Context: an optimization exercise on an open-source flow, tuned for small area, a short achievable clock period and few clock cycles. The choices shown serve that exercise and are no tape-out recipe.
Only simulation tests tie the RTL to the original design; equivalence was not proved.
Power is estimated from default activity; no workload was simulated.

[flow/constraint.sdc]
create_clock -name core_clock -period 16.0 [get_ports {clk}]
set_input_delay 3.2000 -clock core_clock [delete_from_list [all_inputs] [get_ports {clk}]]
set_output_delay 3.2000 -clock core_clock [all_outputs]
set_load 0.01 [all_outputs]
[flow/design.v]
module pxcodec (
    input             clk,
    input             rst,
    input             cmd_valid,
    output            cmd_ready,
    input      [31:0] cmd_word,
    input      [63:0] arg0,
    input      [63:0] arg1,
    input      [63:0] arg2,
    input      [63:0] arg3,
    input      [63:0] arg4,
    input      [63:0] arg5,
    input      [63:0] arg6,
    input      [63:0] arg7,
    output reg        done,
    output      [7:0] status,
    output     [63:0] res0,
    output     [63:0] res1,
    output reg        mem_req,
    output reg        mem_we,
    output reg [21:0] mem_addr,
    output     [31:0] mem_wdata,
    output      [3:0] mem_wstrb,
    input             mem_ready,
    input      [31:0] mem_rdata
);
    function [1:0] m3add;             
        input [1:0] a, b;
        begin
            case ({a, b})
            4'd0: m3add = 2'd0;
            4'd1: m3add = 2'd1;
            4'd2: m3add = 2'd2;
            4'd3: m3add = 2'd0;
            4'd4: m3add = 2'd1;
            4'd5: m3add = 2'd2;
            4'd6: m3add = 2'd0;
            4'd7: m3add = 2'd1;
            4'd8: m3add = 2'd2;
            4'd9: m3add = 2'd0;
            4'd10: m3add = 2'd1;
            4'd11: m3add = 2'd2;
            4'd12: m3add = 2'd0;
            4'd13: m3add = 2'd1;
            4'd14: m3add = 2'd2;
            4'd15: m3add = 2'd0;
            endcase
        end
    endfunction
    function m3zero;                  
        input [31:0] x;
        reg   [1:0] a0, a1, a2, a3, a4, a5, a6, a7, b0, b1, b2, b3, c0, c1;
        begin
            a0 = m3add(x[1:0],   x[3:2]);   a1 = m3add(x[5:4],   x[7:6]);
            a2 = m3add(x[9:8],   x[11:10]); a3 = m3add(x[13:12], x[15:14]);
            a4 = m3add(x[17:16], x[19:18]); a5 = m3add(x[21:20], x[23:22]);
            a6 = m3add(x[25:24], x[27:26]); a7 = m3add(x[29:28], x[31:30]);
            b0 = m3add(a0, a1); b1 = m3add(a2, a3); b2 = m3add(a4, a5); b3 = m3add(a6, a7);
            c0 = m3add(b0, b1); c1 = m3add(b2, b3);
            m3zero = (m3add(c0, c1) == 2'd0);
        end
    endfunction
    function [4:0] msb24;             
        input [23:0] x;
        integer i;
        begin
            msb24 = 5'd0;
            for (i = 0; i < 24; i = i + 1)
                if (x[i]) msb24 = i[4:0];
        end
    endfunction
    function [9:0] clipv;             
        input [15:0] v;
        input        c;
        begin
            if (!c)                 clipv = v[9:0];
            else if (v < 16'd4)     clipv = 10'd4;
            else if (v > 16'd1019)  clipv = 10'd1019;
            else                    clipv = v[9:0];
        end
    endfunction
    localparam [2:0] S_IDLE = 3'd0, S_CK = 3'd1, S_RUN = 3'd2, S_ROW = 3'd3, S_END = 3'd4,
                     S_DEC = 3'd5;
    localparam [3:0] P_B3A = 4'd0,  P_B3B = 4'd1,  P_MY = 4'd2,  P_AY = 4'd3,
                     P_CY  = 4'd4,  P_B1  = 4'd5,  P_MC = 4'd6,  P_AC = 4'd7,
                     P_CU  = 4'd8,  P_CV  = 4'd9,  P_B2 = 4'd10, P_MP = 4'd11,
                     P_AP  = 4'd12, P_NP  = 4'd13, P_SP = 4'd14, P_CP = 4'd15;
    reg [2:0]  state;
    reg [3:0]  ph;
    reg [15:0] pho;              
    reg        mstart;           
    reg        mb;               
    reg [4:0]  k;
    reg [4:0]  top;              
    reg        words, unpack, clip;
    reg        badop, bad, flt;  
    reg        wz;               
    reg [2:0]  st;               
    reg        rdy;
    reg [23:1] ya, ua, va;       
    reg [22:0] po;               
    reg [1:0]  lo2;              
    reg [21:0] pr;               
    reg [31:1] yp, cp;           
    reg [31:2] sp;               
    reg [31:0] w;                
    reg [23:0] h;                
    reg [22:0] r1;               
    reg [33:0] acc;              
    reg        sat;
    reg        first;            
    reg        cact;             
    reg        cfst;             
    reg        ymis, umis, vmis;  
    reg        last, c2, c3;     
    reg        wlast, wc2, wc3;  
    reg [3:0]  cur;              
    reg        q_rd;             
    reg [3:0]  q_slot;
    reg        q_mis;
    reg        rd_v;             
    reg [3:0]  rd_s;
    reg        rd_m;
    reg [29:0] wd;               
    reg        wl, wh;           
    reg [9:0]  pu0, pu1, pu2, pv0, pv1, pv2, py0, py1, py2, py3, py4, py5;
    assign cmd_ready = rdy;
    assign mem_wdata = {2'b00, wd};
    assign mem_wstrb = {wh, wh, wl, wl};
    assign status    = {5'd0, st};
    assign res0      = {39'd0, po, lo2};
    assign res1      = {41'd0, r1};
    wire op_pp = (cmd_word == 32'h0000_0040);
    wire op_pw = ((cmd_word & 32'hFFFE_FFFF) == 32'h0000_0041);
    wire op_up = (cmd_word == 32'h0000_0042);
    wire op_uw = (cmd_word == 32'h0000_0043);
    wire c_words  = cmd_word[0];
    wire c_unpack = cmd_word[1];
    wire [63:0] in_yb = c_unpack ? (c_words ? arg2 : arg1) : arg0;
    wire [63:0] in_ub = c_unpack ? arg2 : arg1;
    wire [63:0] in_vb = c_unpack ? arg3 : arg2;
    wire [63:0] in_pb = c_unpack ? arg0 : (c_words ? arg2 : arg3);
    wire [63:0] in_yp = c_unpack ? arg5 : arg4;
    wire [63:0] in_cp = c_unpack ? arg6 : arg5;
    wire [63:0] in_sp = c_unpack ? arg4 : arg6;
    wire [31:0] in_w  = c_words ? arg1[31:0] : arg7[31:0];
    wire [31:0] in_h  = arg7[63:32];
    wire a0_h24 = |arg0[63:24], a1_h24 = |arg1[63:24], a2_h24 = |arg2[63:24], a3_h24 = |arg3[63:24];
    wire a4_h32 = |arg4[63:32], a5_h32 = |arg5[63:32], a6_h32 = |arg6[63:32], a1_h32 = |arg1[63:32];
    wire in_bad_plane = (arg7[31:1] == 31'd0) | arg7[0] | (arg7[63:32] == 32'd0) |
                        a4_h32 | a5_h32 | a6_h32 |
                        (c_unpack ? (arg1[0] | arg2[0] | arg3[0] | (|arg0[1:0]) |
                                     arg5[0] | arg6[0] | (|arg4[1:0]))
                                  : (arg0[0] | arg1[0] | arg2[0] | (|arg3[1:0]) |
                                     arg4[0] | arg5[0] | (|arg6[1:0])));
    wire in_bad_words = a1_h32 | arg1[0] |
                        (c_unpack ? (arg2[0] | (|arg0[1:0])) : (arg0[0] | (|arg2[1:0])));
    wire in_basehi    = c_words ? ((a0_h24 | a2_h24) & (arg1[31:0] != 32'd0))
                                : (a0_h24 | a1_h24 | a2_h24 | a3_h24);
    wire in_hbig      = !c_words & ((|arg7[63:56]) | (arg7[55] & (|arg7[54:32])));
    wire        w_m3  = m3zero(w);
    wire        hz    = (h == 24'd0);
    wire [4:0]  kk    = (mstart ? top : k) - 5'd1;      
    wire        kdone = mstart ? (top == 5'd0) : (k == 5'd0);
    wire [30:0] wh1   = w[31:1];                  
    wire [29:0] tsrc  = pho[P_SP] ? acc[29:0] : sp[31:2];    
    wire [30:0] mp    = pho[P_MY] ? yp : pho[P_MC] ? cp : {1'b0, sp};
    wire        mbig  = |mp[30:24];
    wire        f_tri = pho[P_B3A] | pho[P_SP];
    wire        f_sub = pho[P_B3B] | pho[P_CP];
    wire        f_mul = pho[P_MY] | pho[P_MC] | pho[P_MP];
    wire        f_add = pho[P_AY] | pho[P_AC] | pho[P_AP];
    wire        f_chk = pho[P_CY] | pho[P_CU] | pho[P_CV];
    wire        in_ck = (state == S_CK);
    reg  [33:0] alu_a, alu_b;
    reg         alu_c;
    always @(*) begin
        alu_a = 34'd0; alu_b = 34'd0; alu_c = 1'b0;
        if (in_ck) begin
            if (f_tri) begin alu_a = {5'd0, tsrc[29:2], 1'b0}; alu_b = {6'd0, tsrc[29:2]}; end
            if (f_sub) begin alu_a = acc; alu_b = ~{3'd0, wh1}; alu_c = 1'b1; end
            if (f_mul) begin
                alu_a = mstart ? 34'd0 : {acc[32:0], 1'b0};
                alu_b = mb ? {10'd0, mp[23:0]} : 34'd0;
            end
            if (f_add) alu_a = hz ? 34'd0 : acc;
            if (pho[P_AY]) alu_b = {2'd0, w};
            if (pho[P_AC]) alu_b = {3'd0, wh1};
            if (pho[P_AP]) alu_b = {12'd0, pr};
            if (f_chk) alu_a = acc;
            if (pho[P_CY]) alu_b = {11'd0, ya};
            if (pho[P_CU]) alu_b = {11'd0, ua};
            if (pho[P_CV]) alu_b = {11'd0, va};
            if (pho[P_B1]) begin alu_a = {3'd0, yp}; alu_b = ~{2'd0, w}; alu_c = 1'b1; end
            if (pho[P_B2]) begin alu_a = {3'd0, cp}; alu_b = ~{3'd0, wh1}; alu_c = 1'b1; end
            if (pho[P_NP]) begin alu_a = ~acc; alu_b = 34'h0_0040_0000; alu_c = 1'b1; end
        end else if (state == S_ROW) begin
            alu_a = {12'd0, pr}; alu_b = {4'd0, sp};
        end else begin
            alu_a = acc; alu_b = ~34'd5;           
        end
    end
    wire [33:0] alu_r  = alu_a + alu_b + {33'd0, alu_c};
    wire        r_neg  = alu_r[33];
    wire        r_over = (|alu_r[33:24]) | (alu_r[23] & (|alu_r[22:0]));    
    wire        m_sat  = (mstart ? 1'b0 : sat) | (mb & mbig) | (|alu_r[33:24]);
    reg  [3:0]  ph_nx;
    always @(*) begin
        ph_nx = ph;
        case (ph)
        P_B3A: ph_nx = P_B3B;
        P_B3B: ph_nx = hz ? P_AY : P_MY;
        P_MY, P_MC, P_MP: if (kdone) ph_nx = ph + 4'd1;
        P_CY:  ph_nx = words ? P_AP : P_B1;
        P_B1:  ph_nx = hz ? P_AC : P_MC;
        P_B2:  ph_nx = hz ? P_AP : P_MP;
        default: ph_nx = ph + 4'd1;
        endcase
    end
    wire        plane = !words;
    wire        cc2   = words | c2;                    
    wire        cc3   = words | c3;                    
    wire        ycar  = ymis & !first;                 
    wire        ucar  = umis & !cfst;
    wire        vcar  = vmis & !cfst;
    function [13:0] enf;
        input       unp, pln, act, yc, uc, vc, ym, um, vm, l, e2, e3;
        reg         ec2, ec3;
        begin
            ec2 = !pln | e2;
            ec3 = !pln | e3;
            enf = 14'd0;
            if (!unp) begin
                enf[0]  = act & !uc;
                enf[1]  = pln & !vc;
                enf[2]  = !yc;
                enf[3]  = act & um & ec2;
                enf[4]  = pln & vm & e2;
                enf[5]  = ym | e2;
                enf[6]  = ym ? e2 : e3;
                enf[7]  = 1'b1;
                enf[8]  = act & !um & ec3;
                enf[9]  = pln & !vm & e3;
                enf[10] = ym & e3;
                enf[11] = 1'b1;
                enf[12] = 1'b1;
                enf[13] = 1'b1;
            end else begin
                enf[0]  = 1'b1;
                enf[1]  = 1'b1;
                enf[2]  = e2;
                enf[3]  = pln & um;
                enf[4]  = act & vm;
                enf[5]  = e3;
                enf[6]  = ym;
                enf[7]  = 1'b1;
                enf[8]  = e2;
                enf[9]  = e3 & (!ym | l);
                enf[10] = pln & (!um | e2);
                enf[11] = pln & !um & e3 & l;
                enf[12] = act & (!vm | ec2);
                enf[13] = act & !vm & ec3 & l;
            end
        end
    endfunction
    function [3:0] lowest;            
        input [13:0] e;
        integer i;
        begin
            lowest = 4'd15;
            for (i = 13; i >= 0; i = i - 1)
                if (e[i]) lowest = i[3:0];
        end
    endfunction
    wire [13:0] en = enf(unpack, plane, cact, ycar, ucar, vcar, ymis, umis, vmis, last, c2, c3);
    reg [3:0] nxt;
    reg       more;
    integer   si;
    always @(*) begin
        nxt = 4'd15;
        for (si = 13; si >= 0; si = si - 1)
            if (en[si] && si[3:0] > cur) nxt = si[3:0];
        more = (nxt != 4'd15);
    end
    wire        g_last = (acc[23:4] == 20'd0) & (acc[3:2] != 2'b11 | acc[1:0] == 2'b00);  
    wire        g_c2   = !(acc[23:4] == 20'd0) | (acc[3:0] >= 4'd10);
    wire        g_c3   = !(acc[23:4] == 20'd0) | (acc[3:0] >= 4'd12);
    wire        g_um   = cact ? !umis : umis;
    wire        g_vm   = cact ? !vmis : vmis;
    wire [3:0]  g_cur  = lowest(enf(unpack, plane, 1'b1, ymis, cact & !umis, cact & !vmis,
                                    ymis, g_um, g_vm, g_last, g_c2, g_c3));
    wire        r_ym = ya[1] ^ yp[1];
    wire        r_um = ua[1] ^ cp[1];
    wire        r_vm = va[1] ^ cp[1];
    wire [3:0]  r_cur = lowest(enf(unpack, plane, 1'b1, 1'b0, 1'b0, 1'b0, r_ym, r_um, r_vm,
                                   wlast, wc2, wc3));
    wire        s_um = words | ua[1];
    wire        s_vm = words | va[1];
    wire        s_last = (w[23:3] == 21'd0);
    wire        s_c2   = !s_last | w[2];
    wire        s_c3   = !s_last | (w[2] & w[1]);
    wire [3:0]  s_cur = lowest(enf(unpack, plane, plane, 1'b0, 1'b0, 1'b0, ya[1], s_um, s_vm,
                                   s_last, s_c2, s_c3));
    wire [9:0] d_lo = clipv(mem_rdata[15:0], clip);
    wire [9:0] d_hi = clipv(mem_rdata[31:16], clip);
    wire [9:0] d_f1 = mem_rdata[19:10];
    wire [9:0] d_f2 = mem_rdata[29:20];
    always @(posedge clk) begin
        if (rd_v) begin
            if (unpack) begin
                case (rd_s)
                4'd0: begin pu0 <= d_lo; py0 <= d_f1; pv0 <= d_f2; end
                4'd1: begin py1 <= d_lo; pu1 <= d_f1; py2 <= d_f2; end
                4'd2: begin pv1 <= d_lo; py3 <= d_f1; pu2 <= d_f2; end
                default: begin py4 <= d_lo; pv2 <= d_f1; py5 <= d_f2; end
                endcase
            end else begin
                case (rd_s)
                4'd0: if (rd_m) begin pu0 <= d_hi; if (words) pv0 <= d_hi; end
                      else begin pu0 <= d_lo; pu1 <= d_hi;
                                 if (words) begin pv0 <= d_lo; pv1 <= d_hi; end end
                4'd1: if (rd_m) pv0 <= d_hi; else begin pv0 <= d_lo; pv1 <= d_hi; end
                4'd2: if (rd_m) py0 <= d_hi; else begin py0 <= d_lo; py1 <= d_hi; end
                4'd3: begin pu1 <= d_lo; pu2 <= d_hi; if (words) begin pv1 <= d_lo; pv2 <= d_hi; end end
                4'd4: begin pv1 <= d_lo; pv2 <= d_hi; end
                4'd5: if (rd_m) begin py1 <= d_lo; py2 <= d_hi; end
                      else begin py2 <= d_lo; py3 <= d_hi; end
                4'd6: if (rd_m) begin py3 <= d_lo; py4 <= d_hi; end
                      else begin py4 <= d_lo; py5 <= d_hi; end
                4'd8: begin pu2 <= d_lo; pu0 <= d_hi; if (words) begin pv2 <= d_lo; pv0 <= d_hi; end end
                4'd9: begin pv2 <= d_lo; pv0 <= d_hi; end
                default: begin py5 <= d_lo; py0 <= d_hi; end
                endcase
            end
        end
    end
    reg        o_wr;             
    reg [1:0]  o_pl;             
    reg        o_two;            
    reg        o_hi;             
    reg        o_mis;            
    reg [9:0]  o_lo, o_hv;       
    reg [1:0]  o_wk;             
    reg [13:0] o_src;            
    always @(*) begin
        o_wr = 1'b0; o_pl = 2'd3; o_two = 1'b1; o_hi = 1'b0; o_mis = ymis;
        o_lo = py0; o_hv = py1; o_wk = 2'd0; o_src = 14'd0;
        if (!unpack) begin
            case (cur)
            4'd0:  begin o_pl = 2'd1; o_hi = umis; o_two = !umis & cc2; o_mis = umis; end
            4'd1:  begin o_pl = 2'd2; o_hi = vmis; o_two = !vmis & c2; o_mis = vmis; end
            4'd2:  begin o_pl = 2'd0; o_hi = ymis; o_two = !ymis; end
            4'd3:  begin o_pl = 2'd1; o_two = cc3; end
            4'd4:  begin o_pl = 2'd2; o_two = c3; end
            4'd5:  begin o_pl = 2'd0; o_two = !ymis | c2; end
            4'd6:  begin o_pl = 2'd0; o_two = !ymis | c3; end
            4'd7:  begin o_wr = 1'b1; o_wk = 2'd0; o_src = 14'b111; end
            4'd8:  begin o_pl = 2'd1; o_two = !last; end
            4'd9:  begin o_pl = 2'd2; o_two = !last; end
            4'd10: begin o_pl = 2'd0; o_two = !last; end
            4'd11: begin o_wr = 1'b1; o_wk = 2'd1;
                         o_src[5] = 1'b1; o_src[2] = !ymis;
                         o_src[3] = umis; o_src[0] = !umis; end
            4'd12: begin o_wr = 1'b1; o_wk = 2'd2;
                         o_src[4] = vmis; o_src[1] = !vmis;
                         o_src[6] = ymis; o_src[5] = !ymis;
                         o_src[3] = umis; o_src[8] = !umis;
                         if (words) o_src[0] = !umis; end
            default: begin o_wr = 1'b1; o_wk = 2'd3;
                         o_src[6] = 1'b1; o_src[4] = vmis; o_src[9] = !vmis; o_src[10] = ymis;
                         if (words) begin o_src[3] = umis; o_src[8] = !umis; end end
            endcase
        end else begin
            case (cur)
            4'd0, 4'd1, 4'd2, 4'd5: ;
            4'd3:  begin o_wr = 1'b1; o_pl = 2'd1; o_hi = !ucar; o_two = ucar;
                         o_lo = pu2; o_hv = pu0; o_src = 14'b1; end
            4'd4:  begin o_wr = 1'b1; o_pl = 2'd2; o_hi = !vcar; o_two = vcar;
                         o_lo = pv2; o_hv = pv0; o_src = 14'b1; end
            4'd6:  begin o_wr = 1'b1; o_pl = 2'd0; o_hi = !ycar; o_two = ycar;
                         o_lo = py5; o_hv = py0; o_src = 14'b1; end
            4'd7:  begin o_wr = 1'b1; o_pl = 2'd0; o_two = !ymis | c2;
                         o_lo = ymis ? py1 : py0; o_hv = ymis ? py2 : py1;
                         o_src = {12'd0, 1'b1, !ymis}; end
            4'd8:  begin o_wr = 1'b1; o_pl = 2'd0; o_two = !ymis | c3;
                         o_lo = ymis ? py3 : py2; o_hv = ymis ? py4 : py3;
                         o_src = {8'd0, ymis, 2'b00, 1'b1, !ymis, 1'b0}; end
            4'd9:  begin o_wr = 1'b1; o_pl = 2'd0; o_two = !ymis;
                         o_lo = ymis ? py5 : py4; o_hv = py5; o_src = 14'b100000; end
            4'd10: begin o_wr = 1'b1; o_pl = 2'd1; o_two = umis ? c3 : c2;
                         o_lo = umis ? pu1 : pu0; o_hv = umis ? pu2 : pu1;
                         o_src = {11'd0, umis, 1'b1, !umis}; end
            4'd11: begin o_wr = 1'b1; o_pl = 2'd1; o_two = 1'b0;
                         o_lo = pu2; o_hv = pu2; o_src = 14'b100; end
            4'd12: begin o_wr = 1'b1; o_pl = 2'd2; o_two = vmis ? cc3 : cc2;
                         o_lo = vmis ? pv1 : pv0; o_hv = vmis ? pv2 : pv1;
                         o_src = {8'd0, vmis, 2'b00, 1'b1, 1'b0, !vmis}; end
            default: begin o_wr = 1'b1; o_pl = 2'd2; o_two = 1'b0;
                         o_lo = pv2; o_hv = pv2; o_src = 14'b100000; end
            endcase
        end
    end
    reg  [29:0] pw;
    always @(*) begin
        case (o_wk)
        2'd0: pw = {cact ? pv0 : 10'd0, py0, cact ? pu0 : 10'd0};
        2'd1: pw = {c2 ? py2 : 10'd0, (cact & cc2) ? pu1 : 10'd0, py1};
        2'd2: pw = {(cact & cc3) ? pu2 : 10'd0, c2 ? py3 : 10'd0, (cact & cc2) ? pv1 : 10'd0};
        default: pw = {c3 ? py5 : 10'd0, (cact & cc3) ? pv2 : 10'd0, c3 ? py4 : 10'd0};
        endcase
    end
    wire [23:1] o_ptr  = (o_pl == 2'd0) ? ya : (o_pl == 2'd1) ? ua : va;
    wire [21:0] p_addr = pr + po[21:0];
    wire stall = (mem_req & q_rd & o_src[q_slot]) | (rd_v & o_src[rd_s]);
    wire adv   = !mem_req | mem_ready;
    wire go    = (state == S_RUN) & !stall;    
    wire issue = go & adv;
    wire [1:0]  o_inc  = o_two ? 2'd2 : 2'd1;                
    wire        rowadd = (state == S_ROW);
    wire [22:0] ya_n = ya + (rowadd ? yp[23:1] : {21'd0, o_inc});
    wire [22:0] ua_n = ua + (rowadd ? cp[23:1] : {21'd0, o_inc});
    wire [22:0] va_n = va + (rowadd ? cp[23:1] : {21'd0, o_inc});
    wire [1:0]  po_inc = ((o_pl == 2'd3) ? 2'd1 : 2'd0) +
                         ((!more & unpack & !c3) ? (c2 ? 2'd1 : 2'd2) : 2'd0);
    wire [22:0] po_n = po + {21'd0, po_inc};
    wire [23:0] h_dec = h - 24'd1;
    always @(posedge clk) begin
        if (rst) begin
            state   <= S_IDLE;
            rdy     <= 1'b1;
            done    <= 1'b0;
            rd_v    <= 1'b0;
            mem_req <= 1'b0;
        end else begin
            done <= 1'b0;
            rd_v <= mem_req & !mem_we & mem_ready;
            rd_s <= q_slot;
            rd_m <= q_mis;
            if (issue) begin
                mem_req  <= 1'b1;
                mem_we   <= o_wr;
                mem_addr <= (o_pl == 2'd3) ? p_addr : o_ptr[23:2];
                wd       <= unpack ? {4'd0, o_hv, 6'd0, o_lo} : pw;
                wl       <= !o_hi;
                wh       <= o_hi | o_two;
                q_rd     <= !o_wr;
                q_slot   <= cur;
                q_mis    <= o_mis;
            end else if (adv) begin
                mem_req  <= 1'b0;
            end
            if ((issue & (o_pl == 2'd0)) | rowadd) ya <= ya_n;
            if ((issue & (o_pl == 2'd1)) | rowadd) ua <= ua_n;
            if ((issue & (o_pl == 2'd2)) | rowadd) va <= va_n;
            if (issue) po <= po_n;
            case (state)
            S_IDLE: begin
                if (cmd_valid) begin
                    words  <= c_words;
                    unpack <= c_unpack;
                    clip   <= op_pp | (op_pw & cmd_word[16]);
                    badop  <= !(op_pp | op_pw | op_up | op_uw);
                    bad    <= c_words ? in_bad_words : in_bad_plane;
                    flt    <= in_basehi | in_hbig;
                    wz     <= (in_w == 32'd0);
                    ya <= in_yb[23:1];
                    ua <= in_ub[23:1];
                    va <= in_vb[23:1];
                    pr <= in_pb[23:2];
                    po <= 23'd0;
                    lo2 <= 2'd0;
                    yp <= in_yp[31:1];
                    cp <= in_cp[31:1];
                    sp <= in_sp[31:2];
                    w  <= in_w;
                    h  <= c_words ? 24'd0 : in_h[23:0];
                    r1 <= c_words ? 23'd0 : in_h[22:0];
                    mstart <= 1'b1;
                    mb     <= 1'b1;
                    ph     <= c_words ? P_AY : P_B3A;
                    pho    <= c_words ? (16'd1 << P_AY) : (16'd1 << P_B3A);
                    rdy    <= 1'b0;
                    state  <= S_CK;
                end
            end
            S_CK: begin
                ph  <= ph_nx;
                pho <= 16'd1 << ph_nx;
                if (pho[P_B3A]) h <= h_dec;
                if (pho[P_B3B]) top <= msb24(h);
                if (f_tri | f_mul | f_add | pho[P_NP]) acc <= alu_r;
                if (f_mul) begin
                    sat    <= m_sat;
                    mstart <= 1'b0;
                    k      <= kk;
                    mb     <= h[kk];
                end
                if (f_add & hz) sat <= 1'b0;
                if ((f_sub | pho[P_B1] | pho[P_B2]) & r_neg) begin
                    if (pho[P_CP]) flt <= 1'b1; else bad <= 1'b1;
                end
                if (f_chk & (r_over | sat)) flt <= 1'b1;
                if (pho[P_NP] & (r_neg | sat)) flt <= 1'b1;
                if (pho[P_B1]) yp[23:1] <= alu_r[22:0];
                if (pho[P_B2]) cp[23:1] <= alu_r[22:0];
                if (pho[P_B1] | pho[P_B2]) begin mstart <= 1'b1; mb <= 1'b1; end
                if (pho[P_CP]) state <= S_DEC;
            end
            S_DEC: begin
                if (badop) begin
                    st <= 3'b001; r1 <= 23'd0;
                    done <= 1'b1; rdy <= 1'b1; state <= S_IDLE;
                end else if (bad || (words && !w_m3)) begin
                    st <= 3'b011; r1 <= 23'd0;
                    done <= 1'b1; rdy <= 1'b1; state <= S_IDLE;
                end else if (flt) begin
                    st <= 3'b110; r1 <= 23'd0;
                    done <= 1'b1; rdy <= 1'b1; state <= S_IDLE;
                end else begin
                    st <= 3'b000;
                    if (wz) begin
                        done  <= 1'b1;
                        rdy   <= 1'b1;
                        state <= S_IDLE;
                    end else begin
                        state <= S_RUN;
                        cur   <= s_cur;
                        last  <= s_last;
                        c2    <= s_c2;
                        c3    <= s_c3;
                        wlast <= s_last;
                        wc2   <= s_c2;
                        wc3   <= s_c3;
                        first <= 1'b1;
                        cfst  <= 1'b1;
                        cact  <= !words;
                        acc   <= {10'd0, w[23:0]};
                        ymis  <= ya[1];
                        umis  <= s_um;
                        vmis  <= s_vm;
                        if (words) begin
                            ua <= 23'd3;
                            va <= 23'd3;
                        end
                    end
                end
            end
            S_RUN: begin
                if (issue) begin
                    if (more) begin
                        cur <= nxt;
                    end else if (!last) begin
                        cur   <= g_cur;
                        last  <= g_last;
                        c2    <= g_c2;
                        c3    <= g_c3;
                        acc   <= alu_r;
                        first <= 1'b0;
                        cact  <= 1'b1;
                        if (cact) begin
                            cfst <= 1'b0;
                            umis <= !umis;
                            vmis <= !vmis;
                        end
                    end else if (hz) begin
                        state <= S_END;
                    end else begin
                        state <= S_ROW;
                    end
                end
            end
            S_ROW: begin
                pr <= alu_r[21:0];
                po <= 23'd0;
                h  <= h_dec;
                ymis  <= r_ym;
                umis  <= r_um;
                vmis  <= r_vm;
                cur   <= r_cur;
                last  <= wlast;
                c2    <= wc2;
                c3    <= wc3;
                first <= 1'b1;
                cfst  <= 1'b1;
                acc   <= {10'd0, w[23:0]};
                state <= S_RUN;
            end
            S_END: begin
                if (adv) begin
                    done  <= 1'b1;
                    rdy   <= 1'b1;
                    state <= S_IDLE;
                    if (words & unpack) begin
                        po  <= w[24:2];
                        lo2 <= w[1:0];
                    end
                end
            end
            default: state <= S_IDLE;
            endcase
        end
    end
endmodule
[flow/run.sh]
#!/bin/bash
# synth_recipe.tcl (not shown) runs the flow's synth.tcl, then flattens the netlist and writes it again
# the make line also repeats each setting of config.mk as NAME=value (left out here)
make -C /OpenROAD-flow-scripts/flow DESIGN_CONFIG=/design/flow/config.mk WORK_HOME=/design/flow/orfs CLKGATE_MAP_FILE= SYNTH_SCRIPT=/design/flow/synth_recipe.tcl finish
[flow/config.mk]
export PLATFORM = sky130hd
export DESIGN_NAME = pxcodec
export DESIGN_NICKNAME = pxcodec
export VERILOG_FILES = /design/flow/design.v
export SDC_FILE = /design/flow/constraint.sdc
export NUM_CORES = 4
export LEC_CHECK = 0
export CAP_MARGIN = 20
export CORE_MARGIN = 2
export CORE_UTILIZATION = 30
export SLEW_MARGIN = 20
==> run summary <==
state kept, by name, summed over array words and instances (netlist names), 24 cells and up, named ones only:
name / flops
yp: 31
sp: 30
wd: 30
w: 32
acc: 34
cp: 31
h: 24
path summary, 6_finish.rpt:
check | from | to | slack (ps) | depth (start not counted)
worst max-delay path | h[16] | flt | 8670 | 20
worst min-delay path | q_mis | rd_m | 440 | 0
worst max register to register | h[16] | flt | 8670 | 20
worst min register to register | q_mis | rd_m | 440 | 0
worst register-to-register path, stage by stage (launching register included):
cell and delay [ps]:
edfxtp_1 490, nor4_1 750, and3_1 420, inv_1 130, nor4_2 910, nand2_1 350, o31ai_1 150, a21oi_1 100
o21a_1 220, ha_1 260, nor2b_1 140, o31ai_1 680, a211oi_1 290, o31ai_1 660, a211oi_1 240, o2111ai_1 320
a21o_1 150, and3_1 290, and4b_1 270, a21oi_1 80, o21a_1 200
metal layers:
metal	vias up	part of all wire	global-route usage
met5	-	0.00034	0
met4	12	0.060	0.1470
met3	566	0.12	0.07591
met2	3561	0.42	0.4241
met1	24374	0.40	0.3865
li1	22138	-	-
layout make-up:
type                            count  share of cell area
Multi-Input combinational cell   4450              0.4774
Sequential cell                   589              0.2932
Timing Repair Buffer              806              0.1307
Tap cell                         2160             0.04539
Clock buffer                       86             0.03364
Inverter                          153            0.009729
Clock inverter                     55            0.009519
Antenna cell                       11           0.0004623
stage by stage:
step                hold WS, ps  cell area (sq um)  std cells    util
finish                    442.6              59550       8310  0.3717
global route              448.6              59520       8300  0.3715
CTS                       441.4              59480       8298  0.3713
detailed placement        428.2              56910       8157  0.3552
global placement          406.2              56910       8157  0.3552
floorplan                 400.3              48560       5707       -
cell usage after synthesis (all sizes together), types with 57 or more instances:
cell    count
a21o       62
edfxtp    566
ha        162
o21ai     449
nor2      498
clkbuf    357
and3      100
mux2       64
nor3      126
buf       158
a221oi     95
nor2b      74
nand2b     58
mux2i     282
a22oi      57
nand2     552
inv       148
a21oi     519
xor2       70
o22ai      85
nor4      126
xnor2      68
a211oi    109
nand3      91
a31oi      71
power breakdown:
group	switching, uW	internal (uW)	total, uW
Clock	792	1030	1820
Sequential	207	1860	2070
Combinational	1120	703	1820
cells by family after synthesis:
family | Yosys count | synth area share
mux | 353 | 0.07681
flops | 589 | 0.3619
buf+inv | 668 | 0.06013
other cells | 1 | 0.00007775
fa+ha+maj | 169 | 0.04493
simple gates | 1848 | 0.1843
xor+xnor | 138 | 0.02521
compound gates | 1855 | 0.2466
==> run summary <==
Placed design:
- The routability congestion estimate is roughly 1.0.
- In this run the tool buffered the top-level ports with 690 buffer cells.
- Detailed placement finished with a half-perimeter wire length of roughly 190 mm.
- The worst slack after detailed placement is 8842 ps.

Clock network:
- The number of gates resized after CTS was 0.
- The number of clock sinks seen by CTS is 589.
- The clock tree synthesis step divided the H-tree into 3 levels.
- The buffers inserted during post-CTS setup optimization is 0.
- CTS placed an instance of clkbuf_16 at the clock tree root.
- The cts-stage hold buffer count is 0.
- Counting the buffers created by CTS gives 77.
- The maximum clock insertion buffer count is 3.
- The clock reaches the later pin of the worst-skew pair after 720 ps.
- After clock tree synthesis, the clock-pin slew on the worst setup and hold paths is 70 ps.
- The clock tree from TritonCTS is built.

Drt:
- Dividing the detail-routed via count by the number of cells gives between 6 and 7.
- The sum of routed wire length over all layers is 247.8 mm.
- The total via count in the routed design is 50651.
- After detailed routing, the average wire length per cell comes to just under 30 microns.
- The count of nets left with antenna violations once routing finished came out at 0.
- After detailed routing, the number of remaining DRC violations is 0.
- In this run, the number of DRC markers left after iteration 0 of detailed routing was 7483.
- The first TritonRoute pass finished after 9 iterations.

Synthesis:
- The register area share after synthesis is 0.3619.
- Summing every instance area after synthesis gives 48230 sq um.
- Of all cell types, the one taking the most synthesized area is edfxtp_1.
- The number of instances in the synthesized netlist is 5621.
- The netlist uses 99 different library cells.
- The fraction of registers with async set/reset is 0.
- For this run, the number of Yosys warnings is 1.
- The leading register cell type out of synthesis is edfxtp_1.
- Counting flops with a built-in enable in the synthesized netlist gives around 570.
- The per-instance average area after synthesis is ~8.6 sq um.
- By area the synthesized netlist is led by edfxtp_1, mux2i_1, a21oi_1.
- After synthesis the netlist holds a flip-flop and latch count of roughly 590.
- The share of synthesized area in the top cell type comes to 0.3524.

Worst setup path:
- The maximum single-stage delay on the critical path is ~910 ps.
- Of all nets on the critical path, the largest fanout is 7.
- The worst setup path is captured at a register.
- The worst endpoint data arrival time is 7800 ps.
- Walking the worst path, the cells encountered are nor4_1 -> and3_1 -> inv_1 -> nor4_2 -> nand2_1 -> o31ai_1 -> a21oi_1 -> o21a_1 -> ha_1 -> nor2b_1 -> o31ai_1 -> a211oi_1 -> o31ai_1 -> a211oi_1 -> o2111ai_1 -> a21o_1 -> and3_1 -> and4b_1 -> a21oi_1 -> o21a_1.
- The cell type with the highest occurrence count on the critical path is o31ai_1.
- For the worst setup path, the data required time is 16470 ps.
- By startpoint and endpoint, the worst setup path is classified as reg2reg.
- Among cell families on the critical path, the largest total delay comes from simple AND/OR/NAND/NOR gates.
- STA classifies the critical path startpoint as a register.
- On the critical path, the stage with the largest delay is an instance of nor4_2.
- Counting both buffers and inverters, the worst setup path holds a total of 1.

STA:
- Measured against its own limit, the worst slew margin works out to 0.2270.
- After layout, the worst setup slack is around 8700 ps.
- The final critical path time including I/O delays and setup is around 7300 ps.
- The final number of hold-violating endpoints is 0.
- Static timing analysis puts the maximum clock frequency at 136.4 MHz.
- Setup repair after global routing left no endpoint under its margin.
- The slew of the pin with the lowest slew margin is roughly 1200 ps.
- The share of the clock period used by the worst path after layout is 0.4582.
- Clock skew on the completed layout was measured at 42.95 ps.
- Setup violations remaining at the end of the flow were counted as 0.
- The final total negative setup slack is 0 ps.
- The count of pins over their slew limit is 0.

Die:
- Pin placement for this block handled 778 I/O pins.
- Measured along the y axis, the die boundary spans between 400 and 500 microns.
- The initial utilization of the core area, before any placement, comes to 0.3011.
- The die outline width is 405.0 microns.
- The die outline area is 164000 sq um.
- After floorplanning, the core was divided into approximately 150 placement rows.
- The region available for standard cell placement spans 160200 sq um.

Cells and area:
- The sequential cell area is roughly 17000 sq um.
- The filler cells instantiated in the layout total around 16000.
- The net total in the final layout is ~6800.
- In the final layout, the multi-input gates occupy between 20000 and 30000 sq um.
- The top cell types in the final layout, fill and taps aside, are clkdlybuf4s50_1, edfxtp_1, nand2_1.
- The synthesis-to-layout area growth is 23.46%.
- Leaving out fill and tap cells, the most frequent cell in the layout is clkdlybuf4s50_1.
- The share of post-route cells with drive strength above 1 is 0.06842.

Job:
- Across the run, the number of max-cap violations was 0.

Power:
- The leakage power summed over all cells is between 0.02 and 0.025 uW.
- IR analysis of the VDD net gives a maximum drop of 0.00007910 V.
- The completed layout was analyzed and its total power is 5715 uW.
- The areal power density over the cells is 95.98 nW/um^2.

Global routing:
- The pin count of the biggest net entering global routing is 100.
- The global-route wire length before repair is 343.7 mm.
- The total congestion overflow after global routing is 0.
- The number of global-route vias before repair is 46395.
- The number of antenna violations at the first check in global routing is 17.
- The global routing usage summed across all routing layers is 0.2882.

Hold path:
- The worst hold path belongs to the class reg2reg.

Outcome:
- The flow ran to the end and the layout has no timing, DRC or antenna violations.
Testbench counts, summed over its fixed seeds: cycles 20,485.

what the ideal ports hide:
In the flow no input, the clock included, has a driving cell. The finished layout below was timed again as built, in two steps. Step 1: set_driving_cell puts a clkbuf_16 on clk and a buf_2 on each other input, an assumption about the parent block. Step 2 times the ports against the registers' clock, not the clock port: input delays grow and output delays shrink by t, the midpoint of the rising clock arrivals with the driver on. Slacks: no drivers / after step 1 / after step 2; pairs: no drivers / after step 1.
t (ns): 0.788
setup slack, ns: 8.669 / 8.669 / 8.669
latest minus earliest clock arrival (ns): 0.046 / 0.046
After both steps this run still meets setup and hold. The setup slack of this run moves by 0.000 ns with the drivers and by 0.000 ns with both steps.
